From an optimization exercise on the open Yosys and OpenROAD flow, aimed at small area, a short achievable clock period and few clock cycles; shortcuts taken in it are not production practice. At most, simulation tests tie the RTL to the original design; equivalence was not proved. Power is estimated from default activity; no workload was simulated.

Design sc_codec, start of the top module:
module sc_codec (
    input  wire        clk,
    input  wire        rst,
    input  wire        req_valid,
    output wire        req_ready,
    input  wire [63:0] req_word,
    input  wire [9:0]  req_len,
    input  wire        in_valid,
    output wire        in_ready,
    input  wire [7:0]  in_data,
    output wire        out_valid,
    input  wire        out_ready,
    output wire [7:0]  out_data,
    output wire        rsp_valid,
    input  wire        rsp_ready,
    output wire [63:0] rsp_word
);
    localparam F_AA   = 4'd0;
    localparam F_LEN  = 4'd1;
    localparam F_TYPE = 4'd2;
    localparam F_COMB = 4'd3;
    localparam F_DONE = 4'd4;
    localparam F_CRCH = 4'd5;
    localparam F_CRCL = 4'd6;
    localparam F_STOP = 4'd7;
    localparam F_DATA = 4'd8;
    reg        rq_rdy;        
    reg        in_rdy;
    reg        rq_rdy_o, in_rdy_o, ov_o;
    reg        rsp_v;
    reg        su;            
    reg        run;           
    reg        dn;            
    reg [3:0]  op;            
    reg [9:0]  rem;           
    reg        rz, r1;        
    reg [7:0]  y0, y1, yc;
    reg [15:0] y16;
    reg [2:0]  st;
    reg [7:0]  T;
    reg        tf;
    reg [7:0]  O;
    reg        ov;
    reg [7:0]  S;
    reg        sv;
    reg [3:0]  fph;           
    reg [1:0]  cp;            
    reg        tkb;           
    reg        mal;           
    reg        b0ok;          
    reg        lff;           
    reg [7:0]  k;             
    reg        kin;           
    reg [1:0]  tr;            
    reg        ma, mb, mc;    
  ...
Size in the first run: ~1100 cells after synthesis, ~120 flip-flops, ~160 I/O pins, roughly 0.0080 mm^2 of cells after synthesis.
Settings: LEC_CHECK=0, ABC_AREA=1, CAP_MARGIN=20, CORE_MARGIN=2, CORE_UTILIZATION=40, SETUP_SLACK_MARGIN=5.0, SLEW_MARGIN=20; clock period 8.0 ns.
standard.sh (not shown) runs the stock make flow with config.mk's settings and CLKGATE_MAP_FILE= SYNTH_SCRIPT=/design/flow/synth_recipe.tcl, a recipe that flattens the netlist after the stock synthesis.
==> flow/flow/run.sh <==
#!/bin/bash
# Own layout flow: the standard layout (standard.sh, step by step) with
#  - plain buffers on the ports (buf_1 on req_word and req_len, buf_2 elsewhere)
#    instead of the slow clock-delay cell that
#    buffer_ports picks (flow/post_gp.tcl, after global placement);
#  - a clock tree of clkbuf_8 without dummy loads;
#  - setup repair aiming at a slack of FLOW_MARGIN ns (standard.sh's make
#    command, with only SETUP_SLACK_MARGIN changed).
# Each step's output goes to a log file here (ORFS's own logs are in orfs/logs).
set -euo pipefail
W=$(pwd)
FLOW_MARGIN=5.3
export POST_GLOBAL_PLACE_TCL=$W/flow/post_gp.tcl
export CTS_ARGS="-sink_clustering_enable -repair_clock_nets -dont_use_dummy_load -buf_list sky130_fd_sc_hd__clkbuf_8"
sed "s/SETUP_SLACK_MARGIN=[0-9.]*/SETUP_SLACK_MARGIN=$FLOW_MARGIN/" standard.sh > own_standard.sh
grep -q "SETUP_SLACK_MARGIN=$FLOW_MARGIN" own_standard.sh
bash own_standard.sh synth > log_synth.txt 2>&1
bash own_standard.sh floorplan > log_floorplan.txt 2>&1
bash own_standard.sh place > log_place.txt 2>&1
bash own_standard.sh cts > log_cts.txt 2>&1
bash own_standard.sh route > log_route.txt 2>&1
bash own_standard.sh finish > log_finish.txt 2>&1
==> flow/flow/post_gp.tcl <==
# Replace the port buffers that buffer_ports inserted (a slow clock-delay
# cell) with plain buffers: buf_1 on the request word and length inputs,
# which only load registers, and buf_2 on every other port.
set n1 0
set n2 0
foreach inst [[ord::get_db_block] getInsts] {
  set name [$inst getName]
  if {![regexp {^(input|output)[0-9]+$} $name]} { continue }
  set cell sky130_fd_sc_hd__buf_2
  set a [$inst findITerm A]
  if {$a ne "NULL" && [$a getNet] ne "NULL"} {
    set net [[$a getNet] getName]
    if {[string match {req_word*} $net] || [string match {req_len*} $net]} {
      set cell sky130_fd_sc_hd__buf_1
    }
  }
  if {[[$inst getMaster] getName] ne $cell} {
    replace_cell [get_cells $name] $cell
    if {$cell eq "sky130_fd_sc_hd__buf_1"} { incr n1 } else { incr n2 }
  }
}
puts "post_gp: port buffers replaced, $n1 by buf_1 and $n2 by buf_2"
Edit:
--- a/flow/design.v
+++ b/flow/design.v
@@ -158,17 +158,18 @@
                 F_LEN:   nph = F_TYPE;
                 F_TYPE:  nph = F_COMB;
                 F_CRCH:  nph = F_CRCL;
                 default: nph = F_STOP;
             endcase
     end
     wire [3:0] fph_e = e_adv ? nph : fph;
     wire e_ld     = e_adv && (nph == F_LEN || nph == F_TYPE || nph == F_COMB ||
-                              nph == F_CRCH || nph == F_CRCL || nph == F_STOP);
+                              nph == F_CRCL || nph == F_STOP);
+    wire e_refill = run && c_emit && (fph == F_CRCH) && !tf;
     wire [2:0] pos    = fph[2:0];
     reg  [2:0] pos_inc;
     always @* begin
         case (pos)
             3'd0: pos_inc = 3'd1;
             3'd1: pos_inc = 3'd2;
             3'd2: pos_inc = 3'd3;
             3'd3: pos_inc = 3'd4;
@@ -196,27 +197,26 @@
                        (in_data[7:3] == 5'b00001 && in_data[2:0] != 3'd0 && in_data[2:0] <= 3'd5);
     wire       hok;
     wire [3:0] hv;
     sc_hex_value u_hv (.ch(in_data), .ok(hok), .val(hv));
     wire [1:0] cp_inc = (cp == 2'd3) ? 2'd3 : cp + 2'd1;
     wire       tok_ok = (cp == 2'd2) && !tkb;
     wire       tok_l1 = (cp == 2'd1) && !tkb;    
     wire tx_take = in_take && textin;
-    wire tf_set  = (in_take && bin_in) || e_ld ||
+    wire tf_set  = (in_take && bin_in) || e_ld || e_refill ||
                    (tx_take && (in_ws ? (cp != 2'd0) : rem_1));
     wire mal_set = tx_take && (in_ws ? (cp != 2'd0 && !tok_ok)
                                      : (rem_1 && !(hok && tok_l1)));
     wire tf_n    = tf_set || (tf && !t_cons);
     wire       rem_nz_n = in_take ? !rem_1 : !rem_z;
     wire tf_nc  = (in_take && (bin_in || (textin && (cp != 2'd0 || rem_1)))) ||
-                  e_ld || (tf && !t_cons);
+                  e_ld || e_refill || (tf && !t_cons);
     wire cpred  = c_sink ||
-                  (!sv_n && (c_parse ||
-                             (o_fr && !hexm && (fph_e == F_DATA || (fph_e == F_COMB && !rem_z)))));
+                  (!sv_n && (c_parse || (o_fr && !hexm && fph_e == F_DATA)));
     wire fin = run && !su && (c_emit ? (fph == F_DONE) : (rem_z && !tf));
     reg  [2:0] d_st;
     always @* begin
         if (textin && mal)                  d_st = 3'd2;
         else if (pos != 3'd7)               d_st = 3'd3;
         else if (!b0ok || !lff)             d_st = 3'd4;
         else if (y0 < 8'd3 || tr != 2'd3)   d_st = 3'd5;
         else if (!mc)                       d_st = 3'd6;
@@ -326,22 +326,23 @@
         else if (fin && o_hdl)
             st <= mal ? 3'd2 : 3'd0;
         else if (fin && o_df)
             st <= d_st;
         if (rq_rdy)
             T <= r_fr ? 8'hAA : req_word[15:8];
         else if (in_take && bin_in)
             T <= in_data;
+        else if (e_refill)
+            T <= y16[15:8];
         else if (e_ld) begin
             case (nph)
                 F_LEN:   T <= y0;
                 F_TYPE:  T <= y1;
                 F_COMB:  T <= yc;
-                F_CRCH:  T <= e_crc ? crc_nx[15:8] : y16[15:8];
                 F_CRCL:  T <= y16[7:0];
                 default: T <= 8'hFF;
             endcase
         end
         if (in_take && (textin || o_tok) && cp == 2'd0) T[7:4] <= hv;
         if (in_take && (textin || o_tok) && cp == 2'd1) T[3:0] <= hv;
         if (su && o_hexb)
             cp <= 2'd0;
Result: The new run completed without violations. Non-clock buffer count decreases by 14. Maximum frequency came out higher by 0.92%. Routed wire length rose by 1.0%. Synthesized cell count went down by 1.9%. Cell area came out lower by 3.2%. Cell count is lower by 2.4%. Core utilization drops by 1.2 points. Die area goes down by 2.2%. Flip-flop and latch count is unchanged. Total power went down by 6.1%. Worst hold slack is better by 0.012 ns. Clock power stays flat. Sequential power rises by about 0.8%. Via count decreases by 1.7%.
Testbench counts after the change, summed over its fixed seeds: cycles 127,029.
Only the layout flow was run in the first run of this note; the RTL was not checked for function there.

==> static timing again, ports no longer ideal <==
In the flow no input, the clock included, has a driving cell. The finished layouts below were timed again as built, in two steps. Step 1 (the two cells are an assumption about what drives the block):
set clk [get_ports {clk}]
set_driving_cell -lib_cell sky130_fd_sc_hd__clkbuf_16 $clk
set_driving_cell -lib_cell sky130_fd_sc_hd__buf_2 [delete_from_list [all_inputs] $clk]
Step 2 moves the port delays by t, midway between the first and last clock arrival at a register: inputs arrive t later, outputs are due t later. That takes back most of the time a late clock gives input paths. a / b / c = ideal / step 1 / step 2; a / b = the first two.
run | t (ns) | setup WS [ns] | worst setup path at the end | pins driven straight from the clock port
the first run | 0.485 | 5.242 / 5.203 / 4.913 | input to register | 1
the second run | 0.487 | 5.268 / 5.228 / 4.867 | input to register | 1
After both steps every run listed still meets setup and hold. The setup slack of the second run, which loses most, moves by -0.040 ns with the drivers and by -0.401 ns with both steps.
